From an optimization exercise on the open Yosys and OpenROAD flow, aimed at small area; shortcuts taken in it are not production practice. Only simulation tests tie the RTL to the original design; equivalence was not proved. Power figures rest on the tool's default switching activity, not on a simulated workload.

==> inputs of lagoon <==
## priuscan_framer
module priuscan_framer (
    input  wire         clk,
    input  wire         rst,
    input  wire [31:0]  now,
    input  wire         req_active,
    input  wire [1:0]   req_slot,
    input  wire         breq_valid,
    input  wire [1:0]   breq_slot,
    input  wire         ra_abort,
    input  wire         brx_valid,
    input  wire [10:0]  brx_id,
    input  wire [3:0]   brx_len,
    input  wire [63:0]  brx_data,
    input  wire         lrx_valid,
    input  wire [7:0]   lrx_byte,
    input  wire         ltx_req,
    input  wire [79:0]  ltx_rec,
    input  wire [8:0]   tx_space,
    output wire         tx_req_v,
    output wire [63:0]  tx_req_data,
    output wire         tx_fc_v,
    output wire         rx_result_v,
    output wire [1:0]   rx_result,
    output wire         dec_valid,
    output wire [1:0]   dec_slot,
    output wire [3:0]   dec_vlen,
    output wire [103:0] dec_v,
    output wire [31:0]  dec_value,
    output wire         ltx_ack,
    output wire         ltx_sent,
    output wire [103:0] ltx_frame,
    output wire [79:0]  rec_data,
    output wire         rec_valid,
    output wire [31:0]  rec_ts,
    output wire         rec_pub,
    output wire         fresh
);
==> module pf_reassembler, before the edit <==
module pf_reassembler (
    input  wire         clk,
    input  wire         rst,
    input  wire         ra_abort,
    input  wire         brx_valid,
    input  wire         rx_pass,
    input  wire [63:0]  brx_data,
    input  wire [1:0]   req_slot,
    output reg          rx_result_v,
    output wire [1:0]   rx_result,
    output reg          tx_fc_v,
    output reg          dec_valid,
    output wire [1:0]   dec_slot,
    output wire [3:0]   dec_vlen,
    output wire [103:0] dec_v,
    output wire [31:0]  dec_value
);
    reg        ra_open;      
    reg [1:0]  ra_slot;      
    reg        res_more;     
    reg        dec_cf;       
    reg [7:0]  vb [0:10];    
    wire [7:0] d [0:7];
    genvar g;
    generate
        for (g = 0; g < 8; g = g + 1) begin : g_bytes
            assign d[g] = brx_data[8*g+7:8*g];
        end
    endgenerate
    wire [3:0] pcn = d[0][7:4];
    wire [3:0] sn  = d[0][3:0];
    wire open_now = ra_open && !ra_abort;
    wire e3r = (req_slot == 2'd1);       
    wire e3c = ra_slot[0];               
    reg echo_sf, echo_ff;
    always @(*) begin
        case (req_slot)
            2'd0: begin
                echo_sf = (d[1] == 8'h41) && (d[2] == 8'h0C);
                echo_ff = (d[2] == 8'h41) && (d[3] == 8'h0C);
            end
            2'd1: begin
                echo_sf = (d[1] == 8'h62) && (d[2] == 8'h01) && (d[3] == 8'h5B);
                echo_ff = (d[2] == 8'h62) && (d[3] == 8'h01) && (d[4] == 8'h5B);
            end
            2'd2: begin
                echo_sf = (d[1] == 8'h61) && (d[2] == 8'hC3);
                echo_ff = (d[2] == 8'h61) && (d[3] == 8'hC3);
            end
            default: begin
                echo_sf = 1'b0;
                echo_ff = 1'b0;
            end
        endcase
    end
    wire is_ff   = rx_pass && (pcn == 4'h1);
    wire sf_done = rx_pass && (pcn == 4'h0) && echo_sf;
    wire ff_ok   = is_ff && echo_ff;
    wire cf_done = rx_pass && (pcn == 4'h2) && (sn == 4'd1) && open_now;
    wire done    = sf_done || cf_done;
    always @(posedge clk) begin
        if (rst) begin
            rx_result_v <= 1'b0;
            tx_fc_v     <= 1'b0;
            dec_valid   <= 1'b0;
            ra_open     <= 1'b0;
        end else begin
            rx_result_v <= brx_valid;
            tx_fc_v     <= is_ff;
            dec_valid   <= done;
            ra_open     <= ff_ok || (open_now && !done);
        end
        res_more <= ff_ok;
        dec_cf   <= !pcn[1] ? 1'b0 : 1'b1;
        if (ff_ok || sf_done)
            ra_slot <= req_slot;
    end
    integer i;
    always @(posedge clk) begin
        if (ff_ok || sf_done)
            for (i = 0; i < 3; i = i + 1)
                vb[i] <= pcn[0] ? (e3r ? d[5+i] : d[4+i])
                                : (e3r ? d[4+i] : d[3+i]);
        if (ff_ok || sf_done || (cf_done && e3c))
            vb[3] <= pcn[1] ? d[1] : ((pcn[0] || e3r) ? d[7] : d[6]);
        vb[4] <= pcn[1] ? (e3c ? d[2] : d[1]) : d[7];
        for (i = 5; i < 10; i = i + 1)
            vb[i] <= e3c ? d[i-2] : d[i-3];
        vb[10] <= d[7];
    end
    assign rx_result = {dec_valid, res_more};
    assign dec_slot  = ra_slot;
    assign dec_vlen  = {dec_cf, !dec_cf, dec_cf, !e3c};
    generate
        for (g = 0; g < 11; g = g + 1) begin : g_v
            assign dec_v[8*g+7:8*g] = vb[g];
        end
    endgenerate
    assign dec_v[103:88] = 16'd0;
    pf_decode_table u_val (
        .slot(ra_slot),
        .v({vb[4], vb[3], vb[2], vb[1], vb[0]}),
        .value(dec_value)
    );
endmodule
==> module pf_link_decode, before the edit <==
module pf_link_decode (
    input  wire        clk,
    input  wire        rst,
    input  wire        lrx_valid,
    input  wire [7:0]  lrx_byte,
    input  wire [31:0] now,
    output reg  [79:0] rec_data,
    output reg         rec_valid,
    output reg  [31:0] rec_ts,
    output reg         rec_pub,
    output wire        fresh
);
    localparam [1:0] S_START = 2'd0, S_LEN = 2'd1, S_PAYLOAD = 2'd2, S_CHK = 2'd3;
    localparam [7:0] START    = 8'hAA;
    localparam [7:0] RECSIZE  = 8'd10;
    localparam [31:0] STALE_MS = 32'd1000;
    reg [1:0]  lrx_state;
    reg [4:0]  lrx_left;     
    reg        lrx_is10;     
    reg [7:0]  lrx_x;        
    reg [79:0] lrx_sh;       
    wire len_ok = (lrx_byte[7:6] == 2'b00) &&
                  (lrx_byte[5] ? (lrx_byte[4:0] == 5'd0) : (lrx_byte[4:0] != 5'd0));
    wire publish = lrx_valid && (lrx_state == S_CHK) && lrx_is10 && (lrx_byte == lrx_x);
    always @(posedge clk) begin
        if (rst) begin
            lrx_state <= S_START;
            rec_valid <= 1'b0;
            rec_pub   <= 1'b0;
        end else begin
            rec_pub <= publish;
            if (publish)
                rec_valid <= 1'b1;
            if (lrx_valid) begin
                case (lrx_state)
                    S_START:   if (lrx_byte == START) lrx_state <= S_LEN;
                    S_LEN:     lrx_state <= len_ok ? S_PAYLOAD : S_START;
                    S_PAYLOAD: if (lrx_left == 5'd1) lrx_state <= S_CHK;
                    S_CHK:     lrx_state <= S_START;
                endcase
            end
        end
        if (lrx_valid) begin
            lrx_sh <= {lrx_byte, lrx_sh[79:8]};
            if (lrx_state == S_LEN) begin
                lrx_left <= lrx_byte[4:0];
                lrx_is10 <= (lrx_byte == RECSIZE);
                lrx_x    <= 8'h00;
            end else begin
                lrx_left <= lrx_left - 5'd1;
                lrx_x    <= lrx_x ^ lrx_byte;
            end
        end
        if (publish) begin
            rec_data <= lrx_sh;
            rec_ts   <= now;
        end
    end
    assign fresh = rec_valid && ((now - rec_ts) < STALE_MS);
endmodule
Settings: LEC_CHECK=0, CAP_MARGIN=20, CORE_MARGIN=2, CORE_UTILIZATION=40, SLEW_MARGIN=20; clock period 10.0 ns.
run.sh (not shown) runs the stock make flow with config.mk's settings and CLKGATE_MAP_FILE= SYNTH_SCRIPT=/design/flow/synth_recipe.tcl, a recipe that flattens the netlist after the stock synthesis.
==> inputs of sierra, as changes to lagoon <==
--- a/flow/design.v
+++ b/flow/design.v
@@ -108,4 +108,7 @@
     wire cf_done = rx_pass && (pcn == 4'h2) && (sn == 4'd1) && open_now;
     wire done    = sf_done || cf_done;
+    wire s3 = !pcn[0] && !e3r;
+    wire s4 = pcn[0] != e3r;
+    wire s5 = pcn[0] && e3r;
     always @(posedge clk) begin
         if (rst) begin
@@ -129,6 +132,5 @@
         if (ff_ok || sf_done)
             for (i = 0; i < 3; i = i + 1)
-                vb[i] <= pcn[0] ? (e3r ? d[5+i] : d[4+i])
-                                : (e3r ? d[4+i] : d[3+i]);
+                vb[i] <= ({8{s3}} & d[3+i]) | ({8{s4}} & d[4+i]) | ({8{s5}} & d[5+i]);
         if (ff_ok || sf_done || (cf_done && e3c))
             vb[3] <= pcn[1] ? d[1] : ((pcn[0] || e3r) ? d[7] : d[6]);
@@ -241,5 +243,10 @@
         end
     end
-    assign fresh = rec_valid && ((now - rec_ts) < STALE_MS);
+    wire [10:0] lo_diff = {1'b0, now[9:0]} - {1'b0, rec_ts[9:0]};
+    wire [21:0] hi_a = now[31:10];
+    wire [21:0] hi_c = ~rec_ts[31:10];
+    wire [21:0] hi_x = hi_a ^ hi_c;
+    wire [21:0] hi_k = {hi_a[20:0] | hi_c[20:0], ~lo_diff[10]};
+    assign fresh = rec_valid && (hi_x == hi_k) && (lo_diff[9:0] < STALE_MS[9:0]);
 endmodule
 module priuscan_framer (
CTS_BUF_LIST = sky130_fd_sc_hd__clkbuf_16   (was default)
CTS_CLUSTER_DIAMETER = 80   (was default)
CTS_CLUSTER_SIZE = 20   (was default)
==> inputs of zinc, as changes to lagoon <==
--- a/flow/design.v
+++ b/flow/design.v
@@ -108,4 +108,7 @@
     wire cf_done = rx_pass && (pcn == 4'h2) && (sn == 4'd1) && open_now;
     wire done    = sf_done || cf_done;
+    wire s3 = !pcn[0] && !e3r;
+    wire s4 = pcn[0] != e3r;
+    wire s5 = pcn[0] && e3r;
     always @(posedge clk) begin
         if (rst) begin
@@ -129,6 +132,5 @@
         if (ff_ok || sf_done)
             for (i = 0; i < 3; i = i + 1)
-                vb[i] <= pcn[0] ? (e3r ? d[5+i] : d[4+i])
-                                : (e3r ? d[4+i] : d[3+i]);
+                vb[i] <= ({8{s3}} & d[3+i]) | ({8{s4}} & d[4+i]) | ({8{s5}} & d[5+i]);
         if (ff_ok || sf_done || (cf_done && e3c))
             vb[3] <= pcn[1] ? d[1] : ((pcn[0] || e3r) ? d[7] : d[6]);
@@ -195,5 +197,5 @@
     output wire        fresh
 );
-    localparam [1:0] S_START = 2'd0, S_LEN = 2'd1, S_PAYLOAD = 2'd2, S_CHK = 2'd3;
+    localparam [1:0] S_START = 2'd0, S_LEN = 2'd3, S_PAYLOAD = 2'd1, S_CHK = 2'd2;
     localparam [7:0] START    = 8'hAA;
     localparam [7:0] RECSIZE  = 8'd10;
@@ -241,5 +243,10 @@
         end
     end
-    assign fresh = rec_valid && ((now - rec_ts) < STALE_MS);
+    wire [10:0] lo_diff = {1'b0, now[9:0]} - {1'b0, rec_ts[9:0]};
+    wire [21:0] hi_a = now[31:10];
+    wire [21:0] hi_t = rec_ts[31:10];
+    wire [21:0] hi_kn = {~hi_a[20:0] & hi_t[20:0], lo_diff[10]};
+    wire [21:0] hi_e = (hi_t ^ hi_kn) ^ hi_a;
+    assign fresh = rec_valid && (hi_e == 22'd0) && (lo_diff[9:0] < STALE_MS[9:0]);
 endmodule
 module priuscan_framer (
==> flow/flow/run.sh (new file) <==
#!/bin/bash
# The standard layout (the standard.sh: the standard flow's synthesis script and the ORFS flow) with
# three choices changed:
# - synthesis runs flow/synth.tcl, which is synth_recipe.tcl with ABC's technology mapping
#   done by the area-oriented script flow/area.abc (registers are mapped before ABC and are
#   unchanged);
# - the port buffers that global placement inserts on every input and output are made from
#   the smallest buffer cell (sky130_fd_sc_hd__buf_1) instead of the resizer's default pick;
# - clock tree synthesis uses clkbuf_8 leaf clusters of at most 16 sinks within 70 um and
#   inserts no dummy loads.
# All output of the run goes to standard_flow.log in the work folder; ORFS's per-step logs
# stay under orfs/logs/.
set -euo pipefail
cd "$(dirname "$0")/.."
CTS="-sink_clustering_enable -repair_clock_nets -buf_list sky130_fd_sc_hd__clkbuf_8"
CTS="$CTS -sink_clustering_size 16 -sink_clustering_max_diameter 70 -dont_use_dummy_load"
bash standard.sh \
  "SYNTH_SCRIPT=$PWD/flow/synth.tcl" \
  "AREA_ABC_SCRIPT=$PWD/flow/area.abc" \
  "BUFFER_PORTS_ARGS=-buffer_cell sky130_fd_sc_hd__buf_1" \
  "CTS_ARGS=$CTS" \
  finish > standard_flow.log 2>&1
==> flow/flow/area.abc (new file) <==
&get -n
&st
&dc2
&dch -f
&nf -a
&put
strash
dch -f
map -a
topo
dnsize -c
==> flow/flow/synth.tcl (new file) <==
# The standard synthesis script (synth_recipe.tcl), unchanged except that the ABC
# technology-mapping step runs the area-oriented script in area.abc (AREA_ABC_SCRIPT)
# instead of ORFS's speed script. Registers are mapped by dfflibmap before ABC runs, so they
# are the same cells with the same names as in the standard synthesis.
proc synth {args} { yosys synth -nofsm -noshare {*}$args }
proc abc {args} {
  set i [lsearch -exact $args -script]
  if {$i >= 0 && [string match *abc_speed.script [lindex $args [expr {$i + 1}]]]} {
    lset args [expr {$i + 1}] $::env(AREA_ABC_SCRIPT)
  }
  yosys abc {*}$args
}
source $::env(SCRIPTS_DIR)/synth.tcl
# left out here: clear keep_hierarchy, flatten, clean up, hide names made inside functions, write 1_2_yosys.v
==> flow/standard.sh (new file) <==
#!/bin/bash
# synth_recipe.tcl (not shown) runs the flow's synth.tcl, then flattens the netlist and writes it again
# the make line also repeats each setting of config.mk as NAME=value (left out here)
make -C /OpenROAD-flow-scripts/flow DESIGN_CONFIG=/design/flow/config.mk WORK_HOME=/design/flow/orfs CLKGATE_MAP_FILE= SYNTH_SCRIPT=/design/flow/synth_recipe.tcl "${@:-finish}"
removed: flow/run.sh
==> inputs of quartz, as changes to lagoon <==
--- a/flow/design.v
+++ b/flow/design.v
@@ -108,4 +108,7 @@
     wire cf_done = rx_pass && (pcn == 4'h2) && (sn == 4'd1) && open_now;
     wire done    = sf_done || cf_done;
+    wire s3 = !pcn[0] && !e3r;
+    wire s4 = pcn[0] != e3r;
+    wire s5 = pcn[0] && e3r;
     always @(posedge clk) begin
         if (rst) begin
@@ -129,6 +132,5 @@
         if (ff_ok || sf_done)
             for (i = 0; i < 3; i = i + 1)
-                vb[i] <= pcn[0] ? (e3r ? d[5+i] : d[4+i])
-                                : (e3r ? d[4+i] : d[3+i]);
+                vb[i] <= ({8{s3}} & d[3+i]) | ({8{s4}} & d[4+i]) | ({8{s5}} & d[5+i]);
         if (ff_ok || sf_done || (cf_done && e3c))
             vb[3] <= pcn[1] ? d[1] : ((pcn[0] || e3r) ? d[7] : d[6]);
@@ -195,5 +197,5 @@
     output wire        fresh
 );
-    localparam [1:0] S_START = 2'd0, S_LEN = 2'd1, S_PAYLOAD = 2'd2, S_CHK = 2'd3;
+    localparam [1:0] S_START = 2'd0, S_LEN = 2'd3, S_PAYLOAD = 2'd1, S_CHK = 2'd2;
     localparam [7:0] START    = 8'hAA;
     localparam [7:0] RECSIZE  = 8'd10;
@@ -241,5 +243,10 @@
         end
     end
-    assign fresh = rec_valid && ((now - rec_ts) < STALE_MS);
+    wire [10:0] lo_diff = {1'b0, now[9:0]} - {1'b0, rec_ts[9:0]};
+    wire [21:0] hi_a = now[31:10];
+    wire [21:0] hi_t = rec_ts[31:10];
+    wire [21:0] hi_kn = {~hi_a[20:0] & hi_t[20:0], lo_diff[10]};
+    wire [21:0] hi_e = (hi_t ^ hi_kn) ^ hi_a;
+    assign fresh = rec_valid && (hi_e == 22'd0) && (lo_diff[9:0] < STALE_MS[9:0]);
 endmodule
 module priuscan_framer (
==> flow/flow/run.sh (new file) <==
#!/bin/bash
# The standard layout (the standard.sh: the standard flow's synthesis script and the ORFS flow) with
# three choices changed:
# - synthesis runs flow/synth.tcl, which is synth_recipe.tcl with ABC's technology mapping
#   done by the area-oriented script flow/area.abc (deepsyn AIG search, then area-mode
#   mapping) and without ORFS's half/full-adder pre-mapping; registers are mapped before
#   both and are unchanged;
# - the port buffers that global placement inserts on every input and output are made from
#   the smallest buffer cell (sky130_fd_sc_hd__buf_1) instead of the resizer's default pick;
# - clock tree synthesis uses clkbuf_8 leaf clusters of at most 16 sinks within 70 um and
#   inserts no dummy loads.
# All output of the run goes to standard_flow.log in the work folder; ORFS's per-step logs
# stay under orfs/logs/.
set -euo pipefail
cd "$(dirname "$0")/.."
CTS="-sink_clustering_enable -repair_clock_nets -buf_list sky130_fd_sc_hd__clkbuf_8"
CTS="$CTS -sink_clustering_size 16 -sink_clustering_max_diameter 70 -dont_use_dummy_load"
bash standard.sh \
  "SYNTH_SCRIPT=$PWD/flow/synth.tcl" \
  "AREA_ABC_SCRIPT=$PWD/flow/area.abc" \
  "BUFFER_PORTS_ARGS=-buffer_cell sky130_fd_sc_hd__buf_1" \
  "CTS_ARGS=$CTS" \
  finish > standard_flow.log 2>&1
==> flow/flow/area.abc (new file) <==
&get -n
&st
&deepsyn -T 60
&dch -f
&nf -a -R 1000
&put
topo
dnsize -c
==> flow/flow/synth.tcl (new file) <==
# The standard synthesis script (synth_recipe.tcl), unchanged except that
# - the ABC technology-mapping step runs the area-oriented script in area.abc
#   (AREA_ABC_SCRIPT) instead of ORFS's speed script, and
# - adders are not pre-mapped to half/full-adder cells (ADDER_MAP_FILE cleared), so ABC maps
#   that logic together with the rest.
# Registers are named and mapped by dfflibmap before either step, so they are the same cells
# with the same names as in the standard synthesis.
proc synth {args} { yosys synth -nofsm -noshare {*}$args }
proc abc {args} {
  set i [lsearch -exact $args -script]
  if {$i >= 0 && [string match *abc_speed.script [lindex $args [expr {$i + 1}]]]} {
    lset args [expr {$i + 1}] $::env(AREA_ABC_SCRIPT)
  }
  yosys abc {*}$args
}
set ::env(ADDER_MAP_FILE) ""
source $::env(SCRIPTS_DIR)/synth.tcl
# left out here: clear keep_hierarchy, flatten, clean up, hide names made inside functions, write 1_2_yosys.v
==> flow/standard.sh (new file) <==
#!/bin/bash
# synth_recipe.tcl (not shown) runs the flow's synth.tcl, then flattens the netlist and writes it again
# the make line also repeats each setting of config.mk as NAME=value (left out here)
make -C /OpenROAD-flow-scripts/flow DESIGN_CONFIG=/design/flow/config.mk WORK_HOME=/design/flow/orfs CLKGATE_MAP_FILE= SYNTH_SCRIPT=/design/flow/synth_recipe.tcl "${@:-finish}"
removed: flow/run.sh
==> comparison table <==
| quantity | quartz | lagoon | zinc | sierra |
|---|---|---|---|---|
| Critical R2R Launch | u_dec.lrx_x[6]$_SDFFCE_PP0P_ | u_dec.lrx_x[1]$_SDFFCE_PP0P_ | u_dec.lrx_x[7]$_SDFFCE_PP0P_ | u_dec.lrx_x[3]$_SDFFCE_PP0P_ |
| Slew @ Worst Pin | 1008 ps | 1056 ps | 1094 ps | 1015 ps |
| Cell area reported after detailed placement | 16,850 µm² | 21,990 µm² | 17,250 µm² | 20,960 µm² |
| Final worst hold slack | 421.1 ps | 416.3 ps | 400.7 ps | 418.0 ps |
| Final non-clock buffer share | 12.84% | 24.69% | 12.50% | 26.46% |
| Non-Clock Buffer Count | 581 | 580 | 580 | 580 |
| Signal inverters | 24 | 50 | 113 | 73 |
| Net switching power of the design | 699.6 µW | 901.7 µW | 700.3 µW | 794.7 µW |
| Global-route wire length before repair | 64,890 µm | 71,440 µm | 62,840 µm | 67,410 µm |
| Total power after layout | 2855 µW | 3863 µW | 2854 µW | 3388 µW |
| Synth-to-layout area growth | 18.50% | 44.44% | 18.07% | 43.95% |
| Run status | timing/DRC/antenna clean | timing/DRC/antenna clean | timing/DRC/antenna clean | timing/DRC/antenna clean |
| Wire length reported by the detailed router | 45,720 µm | 50,510 µm | 45,400 µm | 48,400 µm |
| Number of buffers added by the clock tree synthesis step | 31 | 44 | 31 | 27 |

## afterwards: timing with drivers on the ports
No port has a modelled driver above. Below, the same layouts with a new extraction and two added sets of constraints. Step 1: set_driving_cell puts a clkbuf_16 on clk and a buf_2 on each other input, an assumption about the parent block. Step 2, shift: input delay + t, output delay - t, t = (earliest + latest rising clock arrival at the registers) / 2. This alone moves slack from input paths to output paths. Three values: ideal ports, drivers, drivers and shift; two values: the first two.
run	t, ns	slack for setup (ns)	worst hold slack (ns)	cell pins on the clock port's net
lagoon	0.615	2.279 / 2.229 / 2.229	0.416 / 0.416 / 0.416	1
sierra	0.605	3.396 / 3.370 / 3.370	0.418 / 0.418 / 0.418	1
zinc	0.624	4.005 / 3.983 / 3.983	0.401 / 0.401 / 0.401	1
quartz	0.659	3.665 / 3.644 / 3.644	0.421 / 0.421 / 0.421	1
After both steps every run listed still meets setup and hold. For lagoon, which loses most, drivers alone change the setup slack by -0.050 ns; drivers and shift together by -0.050 ns.
